What follows belongs to an exercise in optimizing a design on an open flow for small area, a short achievable clock period and few clock cycles; a production flow would make more cautious choices.
In this exercise RTL edits were held to simulation tests only and were not proved equivalent to the original.
Power and IR drop assume default switching activity.

$ cat flow/config.mk
export PLATFORM = sky130hd
export DESIGN_NAME = bunny24_cipher
export DESIGN_NICKNAME = bunny24_cipher
export VERILOG_FILES = /design/flow/design.v
export SDC_FILE = /design/flow/constraint.sdc
export NUM_CORES = 4
export LEC_CHECK = 0
export CAP_MARGIN = 20
export CORE_MARGIN = 2
export CORE_UTILIZATION = 40
export SLEW_MARGIN = 20
$ cat flow/constraint.sdc
create_clock -name core_clock -period 8.0 [get_ports {clk}]
set_input_delay 1.6000 -clock core_clock [delete_from_list [all_inputs] [get_ports {clk}]]
set_output_delay 1.6000 -clock core_clock [all_outputs]
set_load 0.01 [all_outputs]
$ cat flow/design.v
module bunny24_smap #(
  parameter POS = 0,
  parameter INV = 0
) (
  input  [5:0] v,
  output [5:0] y
);
  function automatic [5:0] sbox0(input [5:0] v);
    case (v)
      6'h00: sbox0 = 6'h00;
      6'h01: sbox0 = 6'h01;
      6'h02: sbox0 = 6'h2D;
      6'h03: sbox0 = 6'h36;
      6'h04: sbox0 = 6'h3B;
      6'h05: sbox0 = 6'h12;
      6'h06: sbox0 = 6'h1B;
      6'h07: sbox0 = 6'h1E;
      6'h08: sbox0 = 6'h30;
      6'h09: sbox0 = 6'h0A;
      6'h0A: sbox0 = 6'h09;
      6'h0B: sbox0 = 6'h31;
      6'h0C: sbox0 = 6'h20;
      6'h0D: sbox0 = 6'h3E;
      6'h0E: sbox0 = 6'h0F;
      6'h0F: sbox0 = 6'h0E;
      6'h10: sbox0 = 6'h18;
      6'h11: sbox0 = 6'h33;
      6'h12: sbox0 = 6'h05;
      6'h13: sbox0 = 6'h3A;
      6'h14: sbox0 = 6'h29;
      6'h15: sbox0 = 6'h38;
      6'h16: sbox0 = 6'h35;
      6'h17: sbox0 = 6'h23;
      6'h18: sbox0 = 6'h10;
      6'h19: sbox0 = 6'h32;
      6'h1A: sbox0 = 6'h1F;
      6'h1B: sbox0 = 6'h06;
      6'h1C: sbox0 = 6'h2A;
      6'h1D: sbox0 = 6'h26;
      6'h1E: sbox0 = 6'h07;
      6'h1F: sbox0 = 6'h1A;
      6'h20: sbox0 = 6'h0C;
      6'h21: sbox0 = 6'h3F;
      6'h22: sbox0 = 6'h34;
      6'h23: sbox0 = 6'h17;
      6'h24: sbox0 = 6'h2F;
      6'h25: sbox0 = 6'h3D;
      6'h26: sbox0 = 6'h1D;
      6'h27: sbox0 = 6'h2B;
      6'h28: sbox0 = 6'h39;
      6'h29: sbox0 = 6'h14;
      6'h2A: sbox0 = 6'h1C;
      6'h2B: sbox0 = 6'h27;
      6'h2C: sbox0 = 6'h37;
      6'h2D: sbox0 = 6'h02;
      6'h2E: sbox0 = 6'h3C;
      6'h2F: sbox0 = 6'h24;
      6'h30: sbox0 = 6'h08;
      6'h31: sbox0 = 6'h0B;
      6'h32: sbox0 = 6'h19;
      6'h33: sbox0 = 6'h11;
      6'h34: sbox0 = 6'h22;
      6'h35: sbox0 = 6'h16;
      6'h36: sbox0 = 6'h03;
      6'h37: sbox0 = 6'h2C;
      6'h38: sbox0 = 6'h15;
      6'h39: sbox0 = 6'h28;
      6'h3A: sbox0 = 6'h13;
      6'h3B: sbox0 = 6'h04;
      6'h3C: sbox0 = 6'h2E;
      6'h3D: sbox0 = 6'h25;
      6'h3E: sbox0 = 6'h0D;
      6'h3F: sbox0 = 6'h21;
      default: sbox0 = 6'h00;
    endcase
  endfunction
  function automatic [5:0] sbox1(input [5:0] v);
    case (v)
      6'h00: sbox1 = 6'h00;
      6'h01: sbox1 = 6'h01;
      6'h02: sbox1 = 6'h20;
      6'h03: sbox1 = 6'h33;
      6'h04: sbox1 = 6'h31;
      6'h05: sbox1 = 6'h03;
      6'h06: sbox1 = 6'h3F;
      6'h07: sbox1 = 6'h1F;
      6'h08: sbox1 = 6'h24;
      6'h09: sbox1 = 6'h04;
      6'h0A: sbox1 = 6'h3B;
      6'h0B: sbox1 = 6'h09;
      6'h0C: sbox1 = 6'h3E;
      6'h0D: sbox1 = 6'h2D;
      6'h0E: sbox1 = 6'h0F;
      6'h0F: sbox1 = 6'h0E;
      6'h10: sbox1 = 6'h07;
      6'h11: sbox1 = 6'h05;
      6'h12: sbox1 = 6'h36;
      6'h13: sbox1 = 6'h26;
      6'h14: sbox1 = 6'h08;
      6'h15: sbox1 = 6'h39;
      6'h16: sbox1 = 6'h17;
      6'h17: sbox1 = 6'h34;
      6'h18: sbox1 = 6'h1E;
      6'h19: sbox1 = 6'h3D;
      6'h1A: sbox1 = 6'h10;
      6'h1B: sbox1 = 6'h21;
      6'h1C: sbox1 = 6'h3A;
      6'h1D: sbox1 = 6'h2A;
      6'h1E: sbox1 = 6'h1A;
      6'h1F: sbox1 = 6'h18;
      6'h20: sbox1 = 6'h0D;
      6'h21: sbox1 = 6'h2B;
      6'h22: sbox1 = 6'h16;
      6'h23: sbox1 = 6'h22;
      6'h24: sbox1 = 6'h29;
      6'h25: sbox1 = 6'h3C;
      6'h26: sbox1 = 6'h1C;
      6'h27: sbox1 = 6'h1B;
      6'h28: sbox1 = 6'h37;
      6'h29: sbox1 = 6'h30;
      6'h2A: sbox1 = 6'h13;
      6'h2B: sbox1 = 6'h06;
      6'h2C: sbox1 = 6'h38;
      6'h2D: sbox1 = 6'h0C;
      6'h2E: sbox1 = 6'h32;
      6'h2F: sbox1 = 6'h14;
      6'h30: sbox1 = 6'h2F;
      6'h31: sbox1 = 6'h0A;
      6'h32: sbox1 = 6'h25;
      6'h33: sbox1 = 6'h12;
      6'h34: sbox1 = 6'h35;
      6'h35: sbox1 = 6'h23;
      6'h36: sbox1 = 6'h11;
      6'h37: sbox1 = 6'h15;
      6'h38: sbox1 = 6'h28;
      6'h39: sbox1 = 6'h2C;
      6'h3A: sbox1 = 6'h1D;
      6'h3B: sbox1 = 6'h0B;
      6'h3C: sbox1 = 6'h19;
      6'h3D: sbox1 = 6'h2E;
      6'h3E: sbox1 = 6'h02;
      6'h3F: sbox1 = 6'h27;
      default: sbox1 = 6'h00;
    endcase
  endfunction
  function automatic [5:0] sbox2(input [5:0] v);
    case (v)
      6'h00: sbox2 = 6'h00;
      6'h01: sbox2 = 6'h01;
      6'h02: sbox2 = 6'h26;
      6'h03: sbox2 = 6'h36;
      6'h04: sbox2 = 6'h25;
      6'h05: sbox2 = 6'h12;
      6'h06: sbox2 = 6'h2B;
      6'h07: sbox2 = 6'h0D;
      6'h08: sbox2 = 6'h14;
      6'h09: sbox2 = 6'h32;
      6'h0A: sbox2 = 6'h19;
      6'h0B: sbox2 = 6'h2E;
      6'h0C: sbox2 = 6'h2A;
      6'h0D: sbox2 = 6'h3A;
      6'h0E: sbox2 = 6'h0F;
      6'h0F: sbox2 = 6'h0E;
      6'h10: sbox2 = 6'h20;
      6'h11: sbox2 = 6'h33;
      6'h12: sbox2 = 6'h05;
      6'h13: sbox2 = 6'h07;
      6'h14: sbox2 = 6'h2F;
      6'h15: sbox2 = 6'h0A;
      6'h16: sbox2 = 6'h22;
      6'h17: sbox2 = 6'h16;
      6'h18: sbox2 = 6'h0C;
      6'h19: sbox2 = 6'h38;
      6'h1A: sbox2 = 6'h02;
      6'h1B: sbox2 = 6'h27;
      6'h1C: sbox2 = 6'h18;
      6'h1D: sbox2 = 6'h1A;
      6'h1E: sbox2 = 6'h3E;
      6'h1F: sbox2 = 6'h2D;
      6'h20: sbox2 = 6'h1C;
      6'h21: sbox2 = 6'h1B;
      6'h22: sbox2 = 6'h23;
      6'h23: sbox2 = 6'h35;
      6'h24: sbox2 = 6'h08;
      6'h25: sbox2 = 6'h39;
      6'h26: sbox2 = 6'h1F;
      6'h27: sbox2 = 6'h3F;
      6'h28: sbox2 = 6'h04;
      6'h29: sbox2 = 6'h24;
      6'h2A: sbox2 = 6'h10;
      6'h2B: sbox2 = 6'h21;
      6'h2C: sbox2 = 6'h0B;
      6'h2D: sbox2 = 6'h1D;
      6'h2E: sbox2 = 6'h37;
      6'h2F: sbox2 = 6'h30;
      6'h30: sbox2 = 6'h29;
      6'h31: sbox2 = 6'h3C;
      6'h32: sbox2 = 6'h15;
      6'h33: sbox2 = 6'h11;
      6'h34: sbox2 = 6'h17;
      6'h35: sbox2 = 6'h34;
      6'h36: sbox2 = 6'h03;
      6'h37: sbox2 = 6'h31;
      6'h38: sbox2 = 6'h09;
      6'h39: sbox2 = 6'h3B;
      6'h3A: sbox2 = 6'h1E;
      6'h3B: sbox2 = 6'h3D;
      6'h3C: sbox2 = 6'h2C;
      6'h3D: sbox2 = 6'h28;
      6'h3E: sbox2 = 6'h13;
      6'h3F: sbox2 = 6'h06;
      default: sbox2 = 6'h00;
    endcase
  endfunction
  function automatic [5:0] sbox3(input [5:0] v);
    case (v)
      6'h00: sbox3 = 6'h04;
      6'h01: sbox3 = 6'h05;
      6'h02: sbox3 = 6'h29;
      6'h03: sbox3 = 6'h32;
      6'h04: sbox3 = 6'h3F;
      6'h05: sbox3 = 6'h16;
      6'h06: sbox3 = 6'h1F;
      6'h07: sbox3 = 6'h1A;
      6'h08: sbox3 = 6'h34;
      6'h09: sbox3 = 6'h0E;
      6'h0A: sbox3 = 6'h0D;
      6'h0B: sbox3 = 6'h35;
      6'h0C: sbox3 = 6'h24;
      6'h0D: sbox3 = 6'h3A;
      6'h0E: sbox3 = 6'h0B;
      6'h0F: sbox3 = 6'h0A;
      6'h10: sbox3 = 6'h1C;
      6'h11: sbox3 = 6'h37;
      6'h12: sbox3 = 6'h01;
      6'h13: sbox3 = 6'h3E;
      6'h14: sbox3 = 6'h2D;
      6'h15: sbox3 = 6'h3C;
      6'h16: sbox3 = 6'h31;
      6'h17: sbox3 = 6'h27;
      6'h18: sbox3 = 6'h14;
      6'h19: sbox3 = 6'h36;
      6'h1A: sbox3 = 6'h1B;
      6'h1B: sbox3 = 6'h02;
      6'h1C: sbox3 = 6'h2E;
      6'h1D: sbox3 = 6'h22;
      6'h1E: sbox3 = 6'h03;
      6'h1F: sbox3 = 6'h1E;
      6'h20: sbox3 = 6'h08;
      6'h21: sbox3 = 6'h3B;
      6'h22: sbox3 = 6'h30;
      6'h23: sbox3 = 6'h13;
      6'h24: sbox3 = 6'h2B;
      6'h25: sbox3 = 6'h39;
      6'h26: sbox3 = 6'h19;
      6'h27: sbox3 = 6'h2F;
      6'h28: sbox3 = 6'h3D;
      6'h29: sbox3 = 6'h10;
      6'h2A: sbox3 = 6'h18;
      6'h2B: sbox3 = 6'h23;
      6'h2C: sbox3 = 6'h33;
      6'h2D: sbox3 = 6'h06;
      6'h2E: sbox3 = 6'h38;
      6'h2F: sbox3 = 6'h20;
      6'h30: sbox3 = 6'h0C;
      6'h31: sbox3 = 6'h0F;
      6'h32: sbox3 = 6'h1D;
      6'h33: sbox3 = 6'h15;
      6'h34: sbox3 = 6'h26;
      6'h35: sbox3 = 6'h12;
      6'h36: sbox3 = 6'h07;
      6'h37: sbox3 = 6'h28;
      6'h38: sbox3 = 6'h11;
      6'h39: sbox3 = 6'h2C;
      6'h3A: sbox3 = 6'h17;
      6'h3B: sbox3 = 6'h00;
      6'h3C: sbox3 = 6'h2A;
      6'h3D: sbox3 = 6'h21;
      6'h3E: sbox3 = 6'h09;
      6'h3F: sbox3 = 6'h25;
      default: sbox3 = 6'h00;
    endcase
  endfunction
  function automatic [5:0] isbox0(input [5:0] v);
    case (v)
      6'h00: isbox0 = 6'h00;
      6'h01: isbox0 = 6'h01;
      6'h02: isbox0 = 6'h2D;
      6'h03: isbox0 = 6'h36;
      6'h04: isbox0 = 6'h3B;
      6'h05: isbox0 = 6'h12;
      6'h06: isbox0 = 6'h1B;
      6'h07: isbox0 = 6'h1E;
      6'h08: isbox0 = 6'h30;
      6'h09: isbox0 = 6'h0A;
      6'h0A: isbox0 = 6'h09;
      6'h0B: isbox0 = 6'h31;
      6'h0C: isbox0 = 6'h20;
      6'h0D: isbox0 = 6'h3E;
      6'h0E: isbox0 = 6'h0F;
      6'h0F: isbox0 = 6'h0E;
      6'h10: isbox0 = 6'h18;
      6'h11: isbox0 = 6'h33;
      6'h12: isbox0 = 6'h05;
      6'h13: isbox0 = 6'h3A;
      6'h14: isbox0 = 6'h29;
      6'h15: isbox0 = 6'h38;
      6'h16: isbox0 = 6'h35;
      6'h17: isbox0 = 6'h23;
      6'h18: isbox0 = 6'h10;
      6'h19: isbox0 = 6'h32;
      6'h1A: isbox0 = 6'h1F;
      6'h1B: isbox0 = 6'h06;
      6'h1C: isbox0 = 6'h2A;
      6'h1D: isbox0 = 6'h26;
      6'h1E: isbox0 = 6'h07;
      6'h1F: isbox0 = 6'h1A;
      6'h20: isbox0 = 6'h0C;
      6'h21: isbox0 = 6'h3F;
      6'h22: isbox0 = 6'h34;
      6'h23: isbox0 = 6'h17;
      6'h24: isbox0 = 6'h2F;
      6'h25: isbox0 = 6'h3D;
      6'h26: isbox0 = 6'h1D;
      6'h27: isbox0 = 6'h2B;
      6'h28: isbox0 = 6'h39;
      6'h29: isbox0 = 6'h14;
      6'h2A: isbox0 = 6'h1C;
      6'h2B: isbox0 = 6'h27;
      6'h2C: isbox0 = 6'h37;
      6'h2D: isbox0 = 6'h02;
      6'h2E: isbox0 = 6'h3C;
      6'h2F: isbox0 = 6'h24;
      6'h30: isbox0 = 6'h08;
      6'h31: isbox0 = 6'h0B;
      6'h32: isbox0 = 6'h19;
      6'h33: isbox0 = 6'h11;
      6'h34: isbox0 = 6'h22;
      6'h35: isbox0 = 6'h16;
      6'h36: isbox0 = 6'h03;
      6'h37: isbox0 = 6'h2C;
      6'h38: isbox0 = 6'h15;
      6'h39: isbox0 = 6'h28;
      6'h3A: isbox0 = 6'h13;
      6'h3B: isbox0 = 6'h04;
      6'h3C: isbox0 = 6'h2E;
      6'h3D: isbox0 = 6'h25;
      6'h3E: isbox0 = 6'h0D;
      6'h3F: isbox0 = 6'h21;
      default: isbox0 = 6'h00;
    endcase
  endfunction
  function automatic [5:0] isbox1(input [5:0] v);
    case (v)
      6'h00: isbox1 = 6'h00;
      6'h01: isbox1 = 6'h01;
      6'h02: isbox1 = 6'h3E;
      6'h03: isbox1 = 6'h05;
      6'h04: isbox1 = 6'h09;
      6'h05: isbox1 = 6'h11;
      6'h06: isbox1 = 6'h2B;
      6'h07: isbox1 = 6'h10;
      6'h08: isbox1 = 6'h14;
      6'h09: isbox1 = 6'h0B;
      6'h0A: isbox1 = 6'h31;
      6'h0B: isbox1 = 6'h3B;
      6'h0C: isbox1 = 6'h2D;
      6'h0D: isbox1 = 6'h20;
      6'h0E: isbox1 = 6'h0F;
      6'h0F: isbox1 = 6'h0E;
      6'h10: isbox1 = 6'h1A;
      6'h11: isbox1 = 6'h36;
      6'h12: isbox1 = 6'h33;
      6'h13: isbox1 = 6'h2A;
      6'h14: isbox1 = 6'h2F;
      6'h15: isbox1 = 6'h37;
      6'h16: isbox1 = 6'h22;
      6'h17: isbox1 = 6'h16;
      6'h18: isbox1 = 6'h1F;
      6'h19: isbox1 = 6'h3C;
      6'h1A: isbox1 = 6'h1E;
      6'h1B: isbox1 = 6'h27;
      6'h1C: isbox1 = 6'h26;
      6'h1D: isbox1 = 6'h3A;
      6'h1E: isbox1 = 6'h18;
      6'h1F: isbox1 = 6'h07;
      6'h20: isbox1 = 6'h02;
      6'h21: isbox1 = 6'h1B;
      6'h22: isbox1 = 6'h23;
      6'h23: isbox1 = 6'h35;
      6'h24: isbox1 = 6'h08;
      6'h25: isbox1 = 6'h32;
      6'h26: isbox1 = 6'h13;
      6'h27: isbox1 = 6'h3F;
      6'h28: isbox1 = 6'h38;
      6'h29: isbox1 = 6'h24;
      6'h2A: isbox1 = 6'h1D;
      6'h2B: isbox1 = 6'h21;
      6'h2C: isbox1 = 6'h39;
      6'h2D: isbox1 = 6'h0D;
      6'h2E: isbox1 = 6'h3D;
      6'h2F: isbox1 = 6'h30;
      6'h30: isbox1 = 6'h29;
      6'h31: isbox1 = 6'h04;
      6'h32: isbox1 = 6'h2E;
      6'h33: isbox1 = 6'h03;
      6'h34: isbox1 = 6'h17;
      6'h35: isbox1 = 6'h34;
      6'h36: isbox1 = 6'h12;
      6'h37: isbox1 = 6'h28;
      6'h38: isbox1 = 6'h2C;
      6'h39: isbox1 = 6'h15;
      6'h3A: isbox1 = 6'h1C;
      6'h3B: isbox1 = 6'h0A;
      6'h3C: isbox1 = 6'h25;
      6'h3D: isbox1 = 6'h19;
      6'h3E: isbox1 = 6'h0C;
      6'h3F: isbox1 = 6'h06;
      default: isbox1 = 6'h00;
    endcase
  endfunction
  function automatic [5:0] isbox2(input [5:0] v);
    case (v)
      6'h00: isbox2 = 6'h00;
      6'h01: isbox2 = 6'h01;
      6'h02: isbox2 = 6'h1A;
      6'h03: isbox2 = 6'h36;
      6'h04: isbox2 = 6'h28;
      6'h05: isbox2 = 6'h12;
      6'h06: isbox2 = 6'h3F;
      6'h07: isbox2 = 6'h13;
      6'h08: isbox2 = 6'h24;
      6'h09: isbox2 = 6'h38;
      6'h0A: isbox2 = 6'h15;
      6'h0B: isbox2 = 6'h2C;
      6'h0C: isbox2 = 6'h18;
      6'h0D: isbox2 = 6'h07;
      6'h0E: isbox2 = 6'h0F;
      6'h0F: isbox2 = 6'h0E;
      6'h10: isbox2 = 6'h2A;
      6'h11: isbox2 = 6'h33;
      6'h12: isbox2 = 6'h05;
      6'h13: isbox2 = 6'h3E;
      6'h14: isbox2 = 6'h08;
      6'h15: isbox2 = 6'h32;
      6'h16: isbox2 = 6'h17;
      6'h17: isbox2 = 6'h34;
      6'h18: isbox2 = 6'h1C;
      6'h19: isbox2 = 6'h0A;
      6'h1A: isbox2 = 6'h1D;
      6'h1B: isbox2 = 6'h21;
      6'h1C: isbox2 = 6'h20;
      6'h1D: isbox2 = 6'h2D;
      6'h1E: isbox2 = 6'h3A;
      6'h1F: isbox2 = 6'h26;
      6'h20: isbox2 = 6'h10;
      6'h21: isbox2 = 6'h2B;
      6'h22: isbox2 = 6'h16;
      6'h23: isbox2 = 6'h22;
      6'h24: isbox2 = 6'h29;
      6'h25: isbox2 = 6'h04;
      6'h26: isbox2 = 6'h02;
      6'h27: isbox2 = 6'h1B;
      6'h28: isbox2 = 6'h3D;
      6'h29: isbox2 = 6'h30;
      6'h2A: isbox2 = 6'h0C;
      6'h2B: isbox2 = 6'h06;
      6'h2C: isbox2 = 6'h3C;
      6'h2D: isbox2 = 6'h1F;
      6'h2E: isbox2 = 6'h0B;
      6'h2F: isbox2 = 6'h14;
      6'h30: isbox2 = 6'h2F;
      6'h31: isbox2 = 6'h37;
      6'h32: isbox2 = 6'h09;
      6'h33: isbox2 = 6'h11;
      6'h34: isbox2 = 6'h35;
      6'h35: isbox2 = 6'h23;
      6'h36: isbox2 = 6'h03;
      6'h37: isbox2 = 6'h2E;
      6'h38: isbox2 = 6'h19;
      6'h39: isbox2 = 6'h25;
      6'h3A: isbox2 = 6'h0D;
      6'h3B: isbox2 = 6'h39;
      6'h3C: isbox2 = 6'h31;
      6'h3D: isbox2 = 6'h3B;
      6'h3E: isbox2 = 6'h1E;
      6'h3F: isbox2 = 6'h27;
      default: isbox2 = 6'h00;
    endcase
  endfunction
  function automatic [5:0] isbox3(input [5:0] v);
    case (v)
      6'h00: isbox3 = 6'h3B;
      6'h01: isbox3 = 6'h12;
      6'h02: isbox3 = 6'h1B;
      6'h03: isbox3 = 6'h1E;
      6'h04: isbox3 = 6'h00;
      6'h05: isbox3 = 6'h01;
      6'h06: isbox3 = 6'h2D;
      6'h07: isbox3 = 6'h36;
      6'h08: isbox3 = 6'h20;
      6'h09: isbox3 = 6'h3E;
      6'h0A: isbox3 = 6'h0F;
      6'h0B: isbox3 = 6'h0E;
      6'h0C: isbox3 = 6'h30;
      6'h0D: isbox3 = 6'h0A;
      6'h0E: isbox3 = 6'h09;
      6'h0F: isbox3 = 6'h31;
      6'h10: isbox3 = 6'h29;
      6'h11: isbox3 = 6'h38;
      6'h12: isbox3 = 6'h35;
      6'h13: isbox3 = 6'h23;
      6'h14: isbox3 = 6'h18;
      6'h15: isbox3 = 6'h33;
      6'h16: isbox3 = 6'h05;
      6'h17: isbox3 = 6'h3A;
      6'h18: isbox3 = 6'h2A;
      6'h19: isbox3 = 6'h26;
      6'h1A: isbox3 = 6'h07;
      6'h1B: isbox3 = 6'h1A;
      6'h1C: isbox3 = 6'h10;
      6'h1D: isbox3 = 6'h32;
      6'h1E: isbox3 = 6'h1F;
      6'h1F: isbox3 = 6'h06;
      6'h20: isbox3 = 6'h2F;
      6'h21: isbox3 = 6'h3D;
      6'h22: isbox3 = 6'h1D;
      6'h23: isbox3 = 6'h2B;
      6'h24: isbox3 = 6'h0C;
      6'h25: isbox3 = 6'h3F;
      6'h26: isbox3 = 6'h34;
      6'h27: isbox3 = 6'h17;
      6'h28: isbox3 = 6'h37;
      6'h29: isbox3 = 6'h02;
      6'h2A: isbox3 = 6'h3C;
      6'h2B: isbox3 = 6'h24;
      6'h2C: isbox3 = 6'h39;
      6'h2D: isbox3 = 6'h14;
      6'h2E: isbox3 = 6'h1C;
      6'h2F: isbox3 = 6'h27;
      6'h30: isbox3 = 6'h22;
      6'h31: isbox3 = 6'h16;
      6'h32: isbox3 = 6'h03;
      6'h33: isbox3 = 6'h2C;
      6'h34: isbox3 = 6'h08;
      6'h35: isbox3 = 6'h0B;
      6'h36: isbox3 = 6'h19;
      6'h37: isbox3 = 6'h11;
      6'h38: isbox3 = 6'h2E;
      6'h39: isbox3 = 6'h25;
      6'h3A: isbox3 = 6'h0D;
      6'h3B: isbox3 = 6'h21;
      6'h3C: isbox3 = 6'h15;
      6'h3D: isbox3 = 6'h28;
      6'h3E: isbox3 = 6'h13;
      6'h3F: isbox3 = 6'h04;
      default: isbox3 = 6'h00;
    endcase
  endfunction
  reg [5:0] r;
  always @(*) begin
    case ({INV[0], POS[1:0]})
      3'd0: r = sbox0(v);
      3'd1: r = sbox1(v);
      3'd2: r = sbox2(v);
      3'd3: r = sbox3(v);
      3'd4: r = isbox0(v);
      3'd5: r = isbox1(v);
      3'd6: r = isbox2(v);
      default: r = isbox3(v);
    endcase
  end
  assign y = r;
endmodule
module bunny24_sbox_layer #(
  parameter INV = 0
) (
  input  [23:0] in,
  output [23:0] out
);
  bunny24_smap #(.POS(0), .INV(INV)) u_s0 (.v(in[23:18]), .y(out[23:18]));
  bunny24_smap #(.POS(1), .INV(INV)) u_s1 (.v(in[17:12]), .y(out[17:12]));
  bunny24_smap #(.POS(2), .INV(INV)) u_s2 (.v(in[11:6]),  .y(out[11:6]));
  bunny24_smap #(.POS(3), .INV(INV)) u_s3 (.v(in[5:0]),   .y(out[5:0]));
endmodule
module bunny24_mix #(
  parameter INV = 0
) (
  input  [23:0] in,
  output [23:0] out
);
  function automatic [5:0] gmul(input [5:0] a, input [5:0] b);
    reg [5:0] acc;
    reg [5:0] x;
    integer k;
    begin
      acc = 6'h00;
      x = a;
      for (k = 0; k < 6; k = k + 1) begin
        if (b[k]) acc = acc ^ x;
        x = x[5] ? ({x[4:0], 1'b0} ^ 6'h1B) : {x[4:0], 1'b0};
      end
      gmul = acc;
    end
  endfunction
  function automatic [5:0] coef(input integer j, input integer i);
    reg [95:0] m;
    begin
      if (INV == 0)
        m = {6'h23, 6'h3B, 6'h38, 6'h3D,
             6'h0D, 6'h3C, 6'h16, 6'h18,
             6'h03, 6'h20, 6'h17, 6'h37,
             6'h2C, 6'h26, 6'h38, 6'h13};
      else
        m = {6'h1D, 6'h03, 6'h0B, 6'h19,
             6'h11, 6'h2F, 6'h3E, 6'h3D,
             6'h07, 6'h17, 6'h39, 6'h0C,
             6'h0A, 6'h3A, 6'h0D, 6'h29};
      coef = m[95 - 6 * (4 * j + i) -: 6];
    end
  endfunction
  wire [5:0] e [0:3];
  assign e[0] = in[23:18];
  assign e[1] = in[17:12];
  assign e[2] = in[11:6];
  assign e[3] = in[5:0];
  genvar gi;
  generate
    for (gi = 0; gi < 4; gi = gi + 1) begin : g_col
      assign out[23 - 6 * gi -: 6] = gmul(e[0], coef(0, gi)) ^ gmul(e[1], coef(1, gi)) ^
                                     gmul(e[2], coef(2, gi)) ^ gmul(e[3], coef(3, gi));
    end
  endgenerate
endmodule
module bunny24_cipher (
  input         clk,
  input         rst,         
  input         key_valid,
  input  [23:0] key_in,
  output        key_ready,
  input         in_valid,
  input  [1:0]  in_mode,
  input  [23:0] in_data,
  output        in_ready,
  output        out_valid,
  output [23:0] out_data,
  input         out_ready
);
  localparam [2:0] S_NOKEY = 3'd0,    
                   S_KEXP  = 3'd1,    
                   S_IDLE  = 3'd2,    
                   S_RUN   = 3'd3,    
                   S_DONE  = 3'd4;    
  reg  [2:0]  state;
  reg  [23:0] key_reg;                
  reg  [23:0] rk [0:15];              
  reg  [47:0] win;                    
  reg  [6:0]  widx;                   
  reg  [23:0] blk;                    
  reg  [1:0]  mode;
  reg  [3:0]  rnd;                    
  wire [23:0] key_sbox;
  bunny24_sbox_layer #(.INV(0)) u_key_sbox (.in(key_in), .out(key_sbox));
  wire [47:0] win_init = {key_in,
                          key_sbox[23:18] ^ key_in[17:12],
                          key_sbox[17:12] ^ key_in[11:6],
                          key_sbox[11:6]  ^ key_in[5:0],
                          key_sbox[5:0]   ^ key_in[23:18]};
  wire [5:0] w_im8 = win[47:42];
  wire [5:0] w_im1 = win[5:0];
  wire [5:0] w_rot = {w_im1[4:0], w_im1[5]};    
  wire [5:0] w_s1;
  wire [5:0] w_s2;
  bunny24_smap #(.POS(1), .INV(0)) u_ks_s1 (.v(w_rot), .y(w_s1));
  bunny24_smap #(.POS(2), .INV(0)) u_ks_s2 (.v(w_im1), .y(w_s2));
  reg [5:0] w_new;
  always @(*) begin
    if (widx[2:0] == 3'd0)
      w_new = w_im8 ^ w_s1 ^ 6'h2A;      
    else if (widx[2:0] == 3'd4)
      w_new = w_im8 ^ w_s2;              
    else
      w_new = w_im8 ^ w_im1;
  end
  reg  [2:0] wcol;
  reg  [1:0] welem;
  reg  [4:0] wbase;
  wire [4:0] wr   = wbase + {2'b00, wcol};
  wire       wuse = (wr < 5'd16);
  localparam [6:0] W_LAST = 7'd83;       
  wire        reduced = mode[1];
  wire        decrypt = mode[0];
  wire [23:0] kround  = reduced ? key_reg : rk[rnd];
  wire [23:0] f_sbox, f_mix;
  bunny24_sbox_layer #(.INV(0)) u_f_sbox (.in(blk), .out(f_sbox));
  bunny24_mix        #(.INV(0)) u_f_mix  (.in(f_sbox), .out(f_mix));
  wire [23:0] f_out = f_mix ^ kround;                   
  wire [23:0] i_mix, i_sbox;
  bunny24_mix        #(.INV(1)) u_i_mix  (.in(blk ^ kround), .out(i_mix));
  bunny24_sbox_layer #(.INV(1)) u_i_sbox (.in(i_mix), .out(i_sbox));
  wire [23:0] i_post = reduced ? key_reg : rk[0];
  wire        last   = decrypt ? (rnd == 4'd1) : (rnd == (reduced ? 4'd2 : 4'd15));
  wire [23:0] i_out  = last ? (i_sbox ^ i_post) : i_sbox;    
  wire [23:0] in_white = in_mode[1] ? key_reg : rk[0];
  assign key_ready = (state == S_NOKEY) || (state == S_IDLE);
  assign in_ready  = (state == S_IDLE);
  assign out_valid = (state == S_DONE);
  assign out_data  = blk;
  always @(posedge clk) begin
    if (rst) begin
      state <= S_NOKEY;
    end else begin
      case (state)
        S_NOKEY, S_IDLE: begin
          if (key_valid) begin
            key_reg <= key_in;
            win     <= win_init;
            widx    <= 7'd8;
            wcol    <= 3'd0;
            welem   <= 2'd0;
            wbase   <= 5'd0;
            state   <= S_KEXP;
          end else if (in_valid && state == S_IDLE) begin
            mode <= in_mode;
            if (in_mode[0]) begin
              blk <= in_data;
              rnd <= in_mode[1] ? 4'd2 : 4'd15;
            end else begin
              blk <= in_data ^ in_white;
              rnd <= 4'd1;
            end
            state <= S_RUN;
          end
        end
        S_KEXP: begin
          win <= {win[41:0], w_new};
          if (wuse)
            rk[wr[3:0]][23 - 6 * welem -: 6] <= w_new;
          widx <= widx + 7'd1;
          if (wcol == 3'd4) begin
            wcol  <= 3'd0;
            welem <= welem + 2'd1;
            if (welem == 2'd3)
              wbase <= wbase + 5'd5;
          end else begin
            wcol <= wcol + 3'd1;
          end
          if (widx == W_LAST)
            state <= S_IDLE;
        end
        S_RUN: begin
          blk <= decrypt ? i_out : f_out;
          rnd <= decrypt ? rnd - 4'd1 : rnd + 4'd1;
          if (last)
            state <= S_DONE;
        end
        S_DONE: begin
          if (out_ready)
            state <= S_IDLE;
        end
        default: state <= S_NOKEY;
      endcase
    end
  end
endmodule
$ cat flow/run.sh
#!/bin/bash
# synth_recipe.tcl (not shown) runs the flow's synth.tcl, then flattens the netlist and writes it again
# the make line also repeats each setting of config.mk as NAME=value (left out here)
make -C /OpenROAD-flow-scripts/flow DESIGN_CONFIG=/design/flow/config.mk WORK_HOME=/design/flow/orfs CLKGATE_MAP_FILE= SYNTH_SCRIPT=/design/flow/synth_recipe.tcl finish
==> notes.md <==
## how the worst min path moves through the flow
| stage | startpoint | end | slack (ps) | cells past startpoint |
|---|---|---|---|---|
| 2_1_floorplan | win[21] | win[27] | 480 | 2 |
| 3_3_place_gp | win[32] | win[38] | 490 | 2 |
| 3_5_place_dp | win[32] | win[38] | 500 | 2 |
| 4_1_cts | win[32] | win[38] | 510 | 2 |
| 5_1_grt | win[32] | win[38] | 520 | 2 |
| 6_report | win[32] | win[38] | 510 | 2 |
## power groups by stage
stage / combinational [mW] / sequential, mW / clock (mW)
final: 12.8 / 3.54 / 2.71
after global routing: 13.8 / 3.56 / 2.85
after CTS: 12.5 / 3.54 / 2.74
after floorplan: 9.36 / 3.48 / 0
after global placement: 12.5 / 3.60 / 0
after detailed placement: 12.4 / 3.60 / 0
## logic make-up after synthesis
| logic type | after synthesis | share of synthesized area [%] |
|---|---|---|
| XOR/XNOR | 428 | 11.68 |
| adder cells (fa/ha/maj) | 121 | 3.878 |
| flip-flops | 546 | 40.76 |
| multiplexers | 300 | 11.12 |
| buffers and inverters | 378 | 4.415 |
| AO/OA/AOI/OAI | 922 | 15.81 |
| AND/OR/NAND/NOR | 1046 | 12.33 |
## critical path, cell delays in order, from the launching register on
cell,delay (ps)
dfxtp_2,790
buf_12,240
mux4_2,320
mux2i_1,480
a221o_1,260
a211oi_2,50
buf_4,180
xnor2_1,490
xnor3_1,340
xor2_2,370
xor2_2,370
inv_2,70
ha_1,310
or2_2,320
nand2b_1,150
a311oi_1,330
a31oi_1,70
o21ai_1,250
nand4_1,140
nand3_2,260
inv_1,160
ha_1,420
nor2_1,120
a211oi_1,260
nor4_1,80
or4_1,480
## cell type report
type	count	area (µm²)
clock buffers	68	1531
flip-flops and latches	546	15980
repair buffers	233	2034
multi-input cells	2817	21560
inverters	112	420.4
well taps	1276	1597
fillers	9015	53370
clock inverters	42	361.6
## cell usage in the layout (no fill, tap or decap), types with 55 or more instances in the layout
master	synthesis	routed
a211oi_1	58	58
a21oi_1	237	234
buf_4	22	145
clkbuf_16	0	60
clkdlybuf4s50_1	0	80
edfxtp_1	503	503
ha_1	119	119
inv_1	94	93
mux2i_1	161	156
mux4_2	104	104
nand2_1	320	320
nor2_1	358	357
nor3_1	84	84
o211ai_1	55	55
o21ai_0	192	192
xnor2_1	269	267
xor2_1	95	94
## metrics by stage
step	cells	hold slack, ps	worst slack [ps]	util [%]	power, mW
2_1_floorplan	3741	483.6	1524	-	12.85
3_3_place_gp	4984	490.0	426.9	42.93	16.12
3_5_place_dp	4984	496.5	412.4	42.93	16.03
4_1_cts	5094	513.3	415.6	44.89	18.79
5_1_grt	5094	523.6	30.97	44.89	20.18
6_report	5094	511.0	506.7	44.89	19.04
## routing by layer
layer | track usage (%) | up-vias | share of wire [%]
met5 | 0 | - | 0.038
met4 | 9.177 | 8 | 4.0
met3 | 3.828 | 212 | 8.0
met2 | 37.28 | 1317 | 45
met1 | 35.05 | 15029 | 43
li1 | - | 13993 | -
==> flow_summary_export.csv <==
group,metric,value,unit
clock_tree,cts_tree,"yes",
power_and_ir_drop,vdd_drop_max,433.7,µV
place,place_congestion,0.9714,
drt,ant_nets,0,
layout,num-nets-final,3944,
die,start_util,40.44,%
timing,slew_violations,0,
layout,syn_to_final_growth,11.02,%
timing,period_share,93.67,%
timing,slew_headroom,30.44,%
logic_synthesis,syn_nets,3916,
worst_setup_path,crit_type,"reg -> reg",
timing,rsz0062_at_grt,"false",
timing,clock_skew,51.91,ps
place,post_dp_cell_area,41580,µm²
logic_synthesis,synth_seq_cells,546,
clock_tree,clk_path_buf_depth,3,
drt,route.detailed.drc,0,
worst_setup_path,arrival,8000,ps
logic_synthesis,synth_ff_type,"edfxtp_1",
logic_synthesis,synth_cells,3741,
worst_setup_path,crit_path_max_fanout,21,
die,core_area,96850,µm²
drt,dr.first_iter.drc_count,3831,
drt,viasPerCell,5.999,
global_routing,grt_max_degree,73,
die,die_w,316.9,µm
layout,largest_reg_flops,384,
timing,final_hold_viol_count,0,
layout,antenna_cells,0,
layout,drive_gt1_share,12.99,%
worst_setup_path,reg2reg_setup_slack,510,ps
power_and_ir_drop,power.switching,9.186,mW
clock_tree,cts_buffers,59,
power_and_ir_drop,pwr-share-clk,14.2,%
power_and_ir_drop,seqPwrFrac,18.6,%
global_routing,antenna_found_initial,5,
worst_setup_path,critPathCapture,"u_f_mix.e[0][1]",
logic_synthesis,ys_warn_count,11,
timing,tightest_slew,1043,ps
drt,vias,30559,
power_and_ir_drop,leakagePower,15.44,nW
logic_synthesis,synth_edf_count,503,
power_and_ir_drop,p_sw_share,48.25,%
timing,fmax,133.5,MHz
logic_synthesis,netlist_top_cells_area,"edfxtp_1, xnor2_1, mux4_2",
die,num_rows,114,
power_and_ir_drop,power_density,437.9,nW/µm²
logic_synthesis,async_flop_share,0,%
global_routing,grt_pass1_wl,185.2,mm
logic_synthesis,yosysMostFrequentCell,"edfxtp_1",
global_routing,grt_pass1_vias,28225,
global_routing,gr-usage-all-layers,24.45,%
power_and_ir_drop,power_frac_comb,67.2,%
timing,tns,0,ps
layout,final_cell_area,43480,µm²
worst_setup_path,rr_worst_depth,25,
clock_tree,postCtsHoldBufs,0,
clock_tree,postCtsSetupRepairBufs,0,
outcome,status,"timing/DRC/antenna clean",
die,num_io_pins,82,
worst_setup_path,r2r_end,"u_f_mix.e[0][1]",
clock_tree,htreeDepth,2,
logic_synthesis,ys_types,122,
min_path,min_path_type,"reg -> reg",
drt,routed_wl,124.8,mm
clock_tree,clk_pin_slew,60,ps
global_routing,grt_overflow,0,
logic_synthesis,yosysTopAreaCellShare,38.56,%
logic_synthesis,post-synth-top-area-cell,"edfxtp_1",
power_and_ir_drop,p_int,9.854,mW
clock_tree,root_buffer,"clkbuf_16",
logic_synthesis,synth_common_cells,"edfxtp_1, nor2_1, nand2_1, xnor2_1, a21oi_1",
place,hpwl,91.64,mm
timing,setup_viol,0,
logic_synthesis,ys_seq_area_share,40.76,%
place,numPortBuffers,81,
worst_setup_path,crit_path_end_kind,"flop",
worst_setup_path,start_kind,"flop",
clock_tree,cts_resized,0,
drt,avgRoutedWirePerCell,24.50,µm
run,maxCapViolCount,0,
die,dieArea,100400,µm²
clock_tree,clock_latency,670,ps
die,dieHeight,316.9,µm
clock_tree,clkSinkCount,546,
logic_synthesis,netlist_area,39170,µm²
logic_synthesis,syn_area_per_cell,10.47,µm²
worst_setup_path,worstPathRequired,8500,ps
timing,min_period,7493,ps
drt,firstDrtPassIters,6,
Testbench counts, summed over its fixed seeds: cycles 51,275.

[static timing again, ports no longer ideal]
In the flow no input, the clock included, has a driving cell. The finished layout below was timed again as built, in two steps.
Step 1, drivers: a clkbuf_16 drives clk and a buf_2 each remaining input, both assumed.
Step 2, shift: input delay + t, output delay - t, t = (earliest + latest rising clock arrival at the registers) / 2. This alone moves slack from input paths to output paths.
Three values: ideal, step 1, step 2; two values: the first two.
t (ns): 0.709
setup slack, ns: 0.507 / 0.507 / 0.507
latest minus earliest clock arrival (ns): 0.052 / 0.051
worst register clock-pin slew, ns: 0.07 / 0.07
After both steps setup and hold are still met in this run. The setup slack of this run moves by 0.000 ns with the drivers and by 0.000 ns with both steps.
